This design comes from an exercise in tuning for small area, a short achievable clock period and few clock cycles per item on the open sky130 flow, not from production work.
The RTL was checked by simulation tests, not by an equivalence proof against the original design.

===== flow/run.sh =====
#!/bin/bash
# synth_recipe.tcl (not shown) runs the flow's synth.tcl, then flattens the netlist and writes it again
# the make line also repeats each setting of config.mk as NAME=value (left out here)
make -C /OpenROAD-flow-scripts/flow DESIGN_CONFIG=/design/flow/config.mk WORK_HOME=/design/flow/orfs CLKGATE_MAP_FILE= SYNTH_SCRIPT=/design/flow/synth_recipe.tcl finish

===== flow/config.mk =====
export PLATFORM = sky130hd
export DESIGN_NAME = xover_core
export DESIGN_NICKNAME = xover_core
export VERILOG_FILES = /design/flow/design.v
export SDC_FILE = /design/flow/constraint.sdc
export NUM_CORES = 4
export LEC_CHECK = 0
export CAP_MARGIN = 20
export CORE_MARGIN = 2
export CORE_UTILIZATION = 40
export SLEW_MARGIN = 20

===== flow/constraint.sdc =====
create_clock -name core_clock -period 18.5 [get_ports {clk}]
set_input_delay 3.7000 -clock core_clock [delete_from_list [all_inputs] [get_ports {clk}]]
set_output_delay 3.7000 -clock core_clock [all_outputs]
set_load 0.01 [all_outputs]

===== flow/design.v =====
module xover_core (
    input  wire        clk,
    input  wire        rst,           
    input  wire        cfg_we,
    input  wire [5:0]  cfg_addr,      
    input  wire [31:0] cfg_wdata,
    input  wire        clr,           
    input  wire        in_valid,
    output wire        in_ready,
    input  wire [31:0] in_data,
    output wire        out_valid,
    input  wire        out_ready,
    output wire [31:0] out_band0,
    output wire [31:0] out_band1,
    output wire [31:0] out_band2,
    output wire [31:0] out_band3
);
    reg        rst_q;
    reg        cfg_we_q;
    reg [5:0]  cfg_addr_q;
    reg [31:0] cfg_wdata_q;
    reg        clr_q;
    always @(posedge clk) begin
        rst_q       <= rst;
        cfg_we_q    <= cfg_we;
        cfg_addr_q  <= cfg_addr;
        cfg_wdata_q <= cfg_wdata;
        clr_q       <= clr;
    end
    reg        w3, w4;       
    reg        fmt_s16;
    reg [5:0]  lr4_en;
    always @(posedge clk) begin
        if (rst_q) begin
            w3      <= 1'b0;
            w4      <= 1'b0;
            fmt_s16 <= 1'b0;
            lr4_en  <= 6'd0;
        end else if (cfg_we_q && cfg_addr_q == 6'b111_000) begin
            w3      <= (cfg_wdata_q[2:0] == 3'd3);
            w4      <= (cfg_wdata_q[2:0] == 3'd4);
            fmt_s16 <= cfg_wdata_q[8];
            lr4_en  <= cfg_wdata_q[21:16];
        end
    end
    reg [31:0] c_a2 [0:5];
    reg [31:0] c_a1 [0:5];
    reg [31:0] c_b2 [0:5];
    reg [31:0] c_b1 [0:5];
    reg [31:0] c_b0 [0:5];
    reg [31:0] c_g  [0:5];
    reg [5:0]  c_km1[0:5];
    reg        c_kbig[0:5];
    wire       w_kbig = ($signed(cfg_wdata_q) > 32'sd49);
    wire [5:0] w_km1  = cfg_wdata_q[5:0] + 6'd13;
    genvar gr;
    generate
        for (gr = 0; gr < 6; gr = gr + 1) begin : g_coef
            always @(posedge clk) begin
                if (cfg_we_q && cfg_addr_q[5:3] == gr) begin
                    case (cfg_addr_q[2:0])
                        3'd0: c_a2[gr] <= cfg_wdata_q;
                        3'd1: c_a1[gr] <= cfg_wdata_q;
                        3'd2: c_b2[gr] <= cfg_wdata_q;
                        3'd3: c_b1[gr] <= cfg_wdata_q;
                        3'd4: c_b0[gr] <= cfg_wdata_q;
                        3'd5: begin c_km1[gr] <= w_km1; c_kbig[gr] <= w_kbig; end
                        3'd6: c_g[gr]  <= cfg_wdata_q;
                        default: ;
                    endcase
                end
            end
        end
    endgenerate
    reg [3:0] slot;
    reg       d_used, d_st, d_ff, d_lf;
    reg [2:0] d_rec;
    reg [1:0] d_src;
    reg [2:0] d_dst;
    reg [1:0] d_dep;
    always @(*) begin
        d_used = 1'b1; d_st = 1'b0; d_ff = 1'b0; d_lf = 1'b0;
        d_rec = 3'd0; d_src = 2'd0; d_dst = 3'd4; d_dep = 2'd0;
        if (w4) begin
            case (slot)
                4'd0:  begin d_rec = 3'd2; d_st = 1'b0; d_src = 2'd0; d_dst = 3'd4; d_dep = 2'd0; end
                4'd1:  begin d_rec = 3'd3; d_st = 1'b0; d_src = 2'd0; d_dst = 3'd4; d_dep = 2'd0; end
                4'd2:  begin d_rec = 3'd4; d_st = 1'b0; d_src = 2'd3; d_dst = 3'd4; d_dep = 2'd1; end
                4'd3:  begin d_rec = 3'd5; d_st = 1'b0; d_src = 2'd3; d_dst = 3'd4; d_dep = 2'd1; end
                4'd4:  begin d_rec = 3'd0; d_st = 1'b1; d_src = 2'd1; d_dst = 3'd0; d_dep = 2'd1; d_ff = 1'b1; end
                4'd5:  begin d_rec = 3'd2; d_st = 1'b1; d_src = 2'd1; d_dst = 3'd5; d_dep = 2'd0; end
                4'd6:  begin d_rec = 3'd3; d_st = 1'b1; d_src = 2'd1; d_dst = 3'd6; d_dep = 2'd0; end
                4'd7:  begin d_rec = 3'd1; d_st = 1'b1; d_src = 2'd1; d_dst = 3'd1; d_dep = 2'd1; end
                4'd8:  begin d_rec = 3'd4; d_st = 1'b1; d_src = 2'd1; d_dst = 3'd2; d_dep = 2'd1; end
                4'd9:  begin d_rec = 3'd5; d_st = 1'b1; d_src = 2'd1; d_dst = 3'd3; d_dep = 2'd1; d_lf = 1'b1; end
                4'd10: begin d_rec = 3'd0; d_st = 1'b0; d_src = 2'd2; d_dst = 3'd4; d_dep = 2'd0; end
                default: begin d_rec = 3'd1; d_st = 1'b0; d_src = 2'd2; d_dst = 3'd4; d_dep = 2'd0; end
            endcase
        end else if (w3) begin
            case (slot)
                4'd0:  begin d_rec = 3'd0; d_st = 1'b0; d_src = 2'd0; d_dst = 3'd4; d_dep = 2'd0; end
                4'd1:  begin d_rec = 3'd3; d_st = 1'b1; d_src = 2'd1; d_dst = 3'd1; d_dep = 2'd2; d_lf = 1'b1; end
                4'd2:  begin d_rec = 3'd2; d_st = 1'b0; d_src = 2'd2; d_dst = 3'd4; d_dep = 2'd1; end
                4'd3:  begin d_rec = 3'd3; d_st = 1'b0; d_src = 2'd2; d_dst = 3'd4; d_dep = 2'd1; end
                4'd4:  begin d_rec = 3'd1; d_st = 1'b1; d_src = 2'd1; d_dst = 3'd2; d_dep = 2'd1; d_ff = 1'b1; end
                4'd5:  begin d_rec = 3'd0; d_st = 1'b1; d_src = 2'd1; d_dst = 3'd5; d_dep = 2'd0; end
                4'd6:  begin d_rec = 3'd1; d_st = 1'b0; d_src = 2'd0; d_dst = 3'd4; d_dep = 2'd0; end
                default: begin d_rec = 3'd2; d_st = 1'b1; d_src = 2'd1; d_dst = 3'd0; d_dep = 2'd1; end
            endcase
        end else begin
            case (slot)
                4'd0:  begin d_rec = 3'd0; d_st = 1'b0; d_src = 2'd0; d_dst = 3'd4; d_dep = 2'd0; end
                4'd1:  begin d_rec = 3'd1; d_st = 1'b0; d_src = 2'd0; d_dst = 3'd4; d_dep = 2'd0; end
                4'd2:  begin d_rec = 3'd0; d_st = 1'b1; d_src = 2'd1; d_dst = 3'd0; d_dep = 2'd1; d_ff = 1'b1; end
                4'd3:  begin d_rec = 3'd1; d_st = 1'b1; d_src = 2'd1; d_dst = 3'd1; d_dep = 2'd1; d_lf = 1'b1; end
                default: d_used = 1'b0;
            endcase
        end
    end
    wire [3:0] slot_last = w4 ? 4'd11 : w3 ? 4'd7 : 4'd4;
    wire [3:0] slot_lastx = w3 ? 4'd6 : 4'd1;    
    reg        buf_v;
    reg [31:0] buf_d;
    reg        in_rdy;
    reg [2:0]  vr;           
    reg [1:0]  stg_cnt;      
    reg        stg_done;
    reg        o_valid;
    wire [2:0] vnew   = {vr[1:0], buf_v};
    wire       work   = w3 ? (|vnew) : (|vnew[1:0]);
    wire       at0    = (slot == 4'd0);
    wire       bok    = ({1'b0, stg_cnt} + {2'b0, o_valid}) <= 3'd1;
    wire       start  = at0 & work & bok;
    wire       active = (~at0 | start) & ~rst_q;
    wire [2:0] vcur   = at0 ? vnew : vr;
    wire       op_v   = active & d_used & vcur[d_dep];
    wire       hs_in  = in_valid & in_rdy & ~rst;
    wire       buf_free = active & (slot == slot_lastx) & vcur[0];
    wire       buf_v_n  = rst_q ? 1'b0 : hs_in ? 1'b1 : buf_free ? 1'b0 : buf_v;
    wire       xfer   = stg_done & ~o_valid;
    assign in_ready = in_rdy;
    always @(posedge clk) begin
        if (hs_in) buf_d <= in_data;
        buf_v  <= buf_v_n;
        in_rdy <= ~rst & ~buf_v_n;
        if (rst_q) begin
            slot <= 4'd0;
            vr   <= 3'd0;
        end else begin
            if (active) slot <= (slot == slot_last) ? 4'd0 : slot + 4'd1;
            if (at0 && (start || !work)) vr <= vnew;
        end
    end
    reg [63:0] dl0 [0:11];
    reg [63:0] dl1 [0:11];
    reg [11:0] zf;           
    reg [31:0] mid [0:5];
    reg [31:0] z1, z2;
    reg [31:0] stg [0:3];
    wire [3:0]  s0i  = d_rec * 2 + d_st;
    wire        byp0 = ~lr4_en[d_rec];
    wire [31:0] xin  = fmt_s16 ? {buf_d[15:0], 16'd0} : buf_d;
    reg  [31:0] xs;
    always @(*) begin
        case (d_src)
            2'd0: xs = xin;
            2'd1: xs = mid[d_rec];
            2'd2: xs = z1;
            default: xs = z2;
        endcase
    end
    reg        r1_v, r1_byp, r1_st, r1_lf;
    reg [2:0]  r1_rec, r1_dst;
    reg [31:0] r1_x, r1_b0, r1_b1, r1_b2;
    reg [63:0] r1_d0, r1_d1;
    always @(posedge clk) begin
        r1_v   <= op_v;
        r1_byp <= byp0;
        r1_st  <= d_st;
        r1_lf  <= d_lf;
        r1_rec <= d_rec;
        r1_dst <= d_dst;
        r1_x   <= xs;
        r1_b0  <= byp0 ? 32'h4000_0000 : c_b0[d_rec];
        r1_b1  <= c_b1[d_rec];
        r1_b2  <= c_b2[d_rec];
        r1_d0  <= (byp0 | zf[s0i]) ? 64'd0 : dl0[s0i];
        r1_d1  <= zf[s0i] ? 64'd0 : dl1[s0i];
    end
    wire signed [65:0] accA = $signed(r1_b0) * $signed(r1_x) + $signed(r1_d0)
                              + 66'sd536870912;
    wire signed [65:0] e1   = $signed(r1_b1) * $signed(r1_x) + $signed(r1_d1);
    wire signed [63:0] e2   = $signed(r1_b2) * $signed(r1_x);
    wire        t_ok = (accA[65:61] == 5'b00000) || (accA[65:61] == 5'b11111);
    wire [31:0] t1   = t_ok ? accA[61:30] : (accA[65] ? 32'h8000_0000 : 32'h7FFF_FFFF);
    reg        r2_v, r2_byp, r2_lf, r2_kbig;
    reg [3:0]  r2_sec;
    reg [2:0]  r2_rec, r2_dst;
    reg [31:0] r2_t, r2_a1, r2_a2, r2_g;
    reg [5:0]  r2_km1;
    reg [65:0] r2_e1;
    reg [63:0] r2_e2;
    always @(posedge clk) begin
        r2_v    <= r1_v & ~rst_q;
        r2_byp  <= r1_byp;
        r2_lf   <= r1_lf;
        r2_sec  <= r1_rec * 2 + r1_st;
        r2_rec  <= r1_rec;
        r2_dst  <= r1_dst;
        r2_t    <= t1;
        r2_e1   <= e1;
        r2_e2   <= e2;
        r2_a1   <= c_a1[r1_rec];
        r2_a2   <= c_a2[r1_rec];
        r2_g    <= r1_byp ? 32'h0000_4000 : c_g[r1_rec];
        r2_km1  <= r1_byp ? 6'd13 : c_km1[r1_rec];
        r2_kbig <= r1_byp ? 1'b0 : c_kbig[r1_rec];
    end
    function [63:0] sat64;
        input [65:0] v;
        begin
            if (v[65:63] == 3'b000 || v[65:63] == 3'b111)
                sat64 = v[63:0];
            else if (v[65])
                sat64 = 64'h8000_0000_0000_0000;
            else
                sat64 = 64'h7FFF_FFFF_FFFF_FFFF;
        end
    endfunction
    wire signed [65:0] s0 = $signed(r2_a1) * $signed(r2_t) + $signed(r2_e1);
    wire signed [65:0] s1 = $signed(r2_a2) * $signed(r2_t) + $signed(r2_e2);
    wire signed [63:0] gp = $signed(r2_g) * $signed(r2_t);
    wire [63:0] d0n = sat64(s0);
    wire [63:0] d1n = sat64(s1);
    wire        dwr = r2_v & ~r2_byp & ~rst_q;
    integer i;
    always @(posedge clk) begin
        for (i = 0; i < 12; i = i + 1) begin
            if (dwr && r2_sec == i) begin
                dl0[i] <= d0n;
                dl1[i] <= d1n;
            end
        end
        if (rst_q || clr_q)
            zf <= 12'hFFF;
        else if (dwr)
            zf <= zf & ~(12'd1 << r2_sec);
    end
    reg        r3_v, r3_lf, r3_kbig;
    reg [2:0]  r3_rec, r3_dst;
    reg [5:0]  r3_km1;
    reg [63:0] r3_g;
    always @(posedge clk) begin
        r3_v    <= r2_v & ~rst_q;
        r3_lf   <= r2_lf;
        r3_rec  <= r2_rec;
        r3_dst  <= r2_dst;
        r3_km1  <= r2_km1;
        r3_kbig <= r2_kbig;
        r3_g    <= gp;
    end
    wire signed [63:0] gsh = $signed(r3_g) >>> r3_km1;
    wire signed [64:0] grn = {gsh[63], gsh} + 65'sd1;
    wire        [63:0] ghf = grn[64:1];
    wire        y_ok = (ghf[63:31] == 33'd0) || (ghf[63:31] == {33{1'b1}});
    wire [31:0] y3   = r3_kbig ? 32'd0 :
                       y_ok ? ghf[31:0] : (ghf[63] ? 32'h8000_0000 : 32'h7FFF_FFFF);
    always @(posedge clk) begin
        if (r3_v) begin
            case (r3_dst)
                3'd0: stg[0] <= y3;
                3'd1: stg[1] <= y3;
                3'd2: stg[2] <= y3;
                3'd3: stg[3] <= y3;
                3'd4: mid[r3_rec] <= y3;
                3'd5: z1 <= y3;
                default: z2 <= y3;
            endcase
        end
    end
    function [31:0] from_engine;
        input [31:0] y;
        input        s16;
        reg signed [17:0] r;
        begin
            r = $signed({y[31], y[31:15]}) + 18'sd1;
            if (!s16)
                from_engine = y;
            else if (!r[17] && r[16])
                from_engine = 32'h0000_7FFF;
            else
                from_engine = {{16{r[17]}}, r[16:1]};
        end
    endfunction
    reg [31:0] ob0, ob1, ob2, ob3;
    always @(posedge clk) begin
        if (rst_q) begin
            stg_cnt  <= 2'd0;
            stg_done <= 1'b0;
        end else begin
            stg_cnt  <= stg_cnt + (op_v & d_ff) - xfer;
            stg_done <= (r3_v & r3_lf) | (stg_done & ~xfer);
        end
        o_valid <= ~rst & ~rst_q & (o_valid ? ~out_ready : xfer);
        if (xfer) begin
            ob0 <= from_engine(stg[0], fmt_s16);
            ob1 <= from_engine(stg[1], fmt_s16);
            ob2 <= (w3 | w4) ? from_engine(stg[2], fmt_s16) : 32'd0;
            ob3 <= w4 ? from_engine(stg[3], fmt_s16) : 32'd0;
        end
    end
    assign out_valid = o_valid;
    assign out_band0 = ob0;
    assign out_band1 = ob1;
    assign out_band2 = ob2;
    assign out_band3 = ob3;
endmodule

==> metrics.cfg <==
[status]
status=timing/DRC/antenna clean

[yosys]
netlist.area_leader.share=0.375
ys_ff_latch=3980
synth_ff_type=edfxtp_1
ys_seq_area_frac=0.298
synthArstFlopShare=0
ys_types=102
syn_area_um2=377000
avgSynthCellArea_um2=10.8
synth_nets=43200
yosysTopAreaCell=fa_1
synth_cells=34800
synth_xor_area_frac=0.0118
synth_edf_count=3274
yosys.area_share.adder=0.417
synthSimpleGateAreaFrac=0.106
synth_top_family_by_area=adder cells
synth_area_leaders=fa_1 38%, edfxtp_1 26%, inv_1 7.3%
muxShareOfSynthArea=0.0156
synth_compound_area_frac=0.0591
yosys_warnings=12

[critical_path]
critPathBufInv=10
end_kind=flop
required_ns=19.16
cpMaxStageDelayCell=a2111oi_1
max_stage_delay_ns=0.84
cp_top_family=adder cells
crit_arrival_ns=13.59
criticalPathCategory=reg -> reg
path_max_fanout=45
path_common_cell=fa_1
start_kind=flop

[floorplan]
rows=356
dieArea_um2=951000
fp.dieW_um=975
core-area_um2=940000
ios=206
die_y_um=975
start_util=0.401

[placement]
gp_congestion=0.949
placed_area_um2=395000
hpwl_um=974000
dpl_worst_slack_ns=5.30
dp_cells=46300
numPortBuffers=205

[timing]
fmax_ghz=0.0774
whs_ns=0.304
setup_viol=0
post-route-period-util=0.699
finalHoldViolCount=0
relSlewSlack=0.0924
rsz0062_at_grt=false
tightest_slew_ns=1.36
skew_ns=0.179
slew_violations=0
layout_min_cycle_time_ns=12.92
finalSetupTns_ns=0
timing.final.ws_setup_ns=5.58

[finish]
nets=42600
drive_above_1_share=0.0577
design_area_um2=410000
syn_to_final_growth_pct=8.76
fillCellCount=87800
instances_no_fill=47600
final_util=0.437

[global_routing]
antenna_found_initial=213
grt.total_usage=0.276
overflow=0
grt_pass1_wl_um=1910000
grt_max_degree=153
first_global_vias=273000

[route]
drc=0
wl_per_cell_um=27.6
wl_um=1310000
firstDrtPassIters=8
drtIter0Drc=27000
ant_nets=0
vias_per_cell=5.44
dr_total_vias=259000

[cts]
worstSkewPairLatency_ns=1.18
tritoncts=done
htreeDepth=5
post_cts_resized=0
cts.sinks=3980
postCtsSetupBuffers=0
ctsLongestPathBuffers=4
cts_made_buffers=421
hold_buffers=0
clk_pin_slew_ns=0.09
clockRootBuffer=clkbuf_16

[hold_path]
hp-class=reg -> reg

[flow_run]
drv_cap=0

-- worst register-to-register path: cells and delay by family (launching register included) --
family                     cells  cell delay, ns
buffers and inverters         10            2.30
DFF                            1            0.68
AOI/OAI and AO/OA             11            3.92
adders and majority gates      9            4.43
and+or+nand+nor                4            1.14
-- cells by family after synthesis --
family                   after synthesis
AND/OR/NAND/NOR                     8931
XOR/XNOR                             509
AO/OA/AOI/OAI                       3418
buffers and inverters               9268
adder cells (fa/ha/maj)             8335
multiplexers                         382
flip-flops                          3980
-- worst paths after layout --
| kind | from | to | slack, ns | depth (start not counted) |
|---|---|---|---|---|
| min | r2_km1[2] | r3_km1[2] | 0.30 | 0 |
| min reg2reg | r2_km1[2] | r3_km1[2] | 0.30 | 0 |
| max reg2reg | r2_t[7] | dl1[3][15] | 5.58 | 34 |
| max | r2_t[7] | dl1[3][15] | 5.58 | 34 |
-- layout by cell type (no fill, tap or decap), types with 63 or more instances in the layout --
master / count
nor3_1: 161
mux2_2: 73
mux4_2: 119
fa_1: 7072
o21bai_1: 69
o22ai_1: 144
diode_2: 462
clkbuf_1: 85
inv_1: 7303
xnor2_1: 346
and2_1: 1697
nand2_1: 5293
a211oi_1: 95
ha_1: 1255
edfxtp_1: 3274
o21a_1: 66
a31oi_1: 162
a21o_1: 234
clkdlybuf4s50_1: 205
a22oi_1: 190
xor2_1: 126
a221oi_1: 262
dfxtp_1: 594
a22o_1: 131
nor2_1: 838
mux2i_1: 159
clkbuf_16: 424
o21ai_0: 566
nor2b_1: 100
nor2_4: 63
buf_4: 715
nand3_1: 245
nand2b_1: 202
clkinv_2: 87
dfxtp_4: 71
a21oi_1: 995
and3_1: 93
-- flip-flops by register name, summed over array words and instances, names as in the netlist, 128 cells and up, named ones only --
register / count
c_a1: 192
c_b1: 192
dl1: 768
c_g: 192
mid: 192
c_b2: 192
c_b0: 192
stg: 128
dl0: 768
c_a2: 192
-- cell usage after synthesis, types with 24 or more instances --
cell,count
a211oi_1,96
a21o_1,235
a21oi_1,1004
a21oi_2,30
a221o_1,38
a221oi_1,263
a222oi_1,52
a22o_1,131
a22oi_1,190
a31oi_1,167
and2_1,1697
and3_1,93
buf_1,123
buf_2,31
clkbuf_1,1774
dfxtp_1,706
edfxtp_1,3274
fa_1,7072
ha_1,1255
inv_1,7316
mux2_2,73
mux2i_1,159
mux4_1,30
mux4_2,119
nand2_1,5310
nand2b_1,202
nand3_1,245
nand4_1,51
nor2_1,915
nor2b_1,101
nor3_1,176
nor4_1,27
o2111ai_1,34
o211ai_1,42
o21a_1,67
o21ai_0,624
o21bai_1,69
o22a_1,28
o22ai_1,144
o32ai_1,25
or2_2,24
xnor2_1,372
xor2_1,136
-- final cells by class --
cell class | instances | area (µm²) | area share
multi-input combinational | 21600 | 231000 | 0.564
sequential | 3980 | 113000 | 0.275
inverter | 7323 | 27500 | 0.0671
tap | 12500 | 15700 | 0.0382
clock buffer | 560 | 11600 | 0.0283
timing repair buffer | 945 | 7840 | 0.0191
clock inverter | 234 | 2560 | 0.00624
antenna | 462 | 1160 | 0.00282
-- layer usage --
layer / share of wire / wire [µm] / up-vias / global-route usage
met5: 0.00070 / 922 / - / 0.00250
met4: 0.070 / 91900 / 88 / 0.155
met3: 0.11 / 143000 / 2436 / 0.0739
met2: 0.44 / 573000 / 12900 / 0.416
met1: 0.38 / 504000 / 137000 / 0.362
li1: - / - / 107000 / -
Testbench counts, summed over its fixed seeds: cycles 14,672, items 1,536.

[re-timing with driven ports]
The results above use ideal ports. As a check the final layout listed here was re-extracted and re-timed, cells and wires unchanged. Step 1 assumes that a clkbuf_16 drives the clock port and a buf_2 every other input. Step 2 times the ports against the registers' clock, not the clock port: input delays grow and output delays shrink by t, the midpoint of the rising clock arrivals with the driver on. a / b / c = no drivers / after step 1 / after step 2; a / b = the first two.
shift t [ns]: 1.243
setup WS [ns]: 5.575 / 5.575 / 5.575
worst slew at a driven data input, ns: 0.13
After both steps setup and hold are still met in this run. The setup slack of this run moves by 0.000 ns with the drivers and by 0.000 ns with both steps.
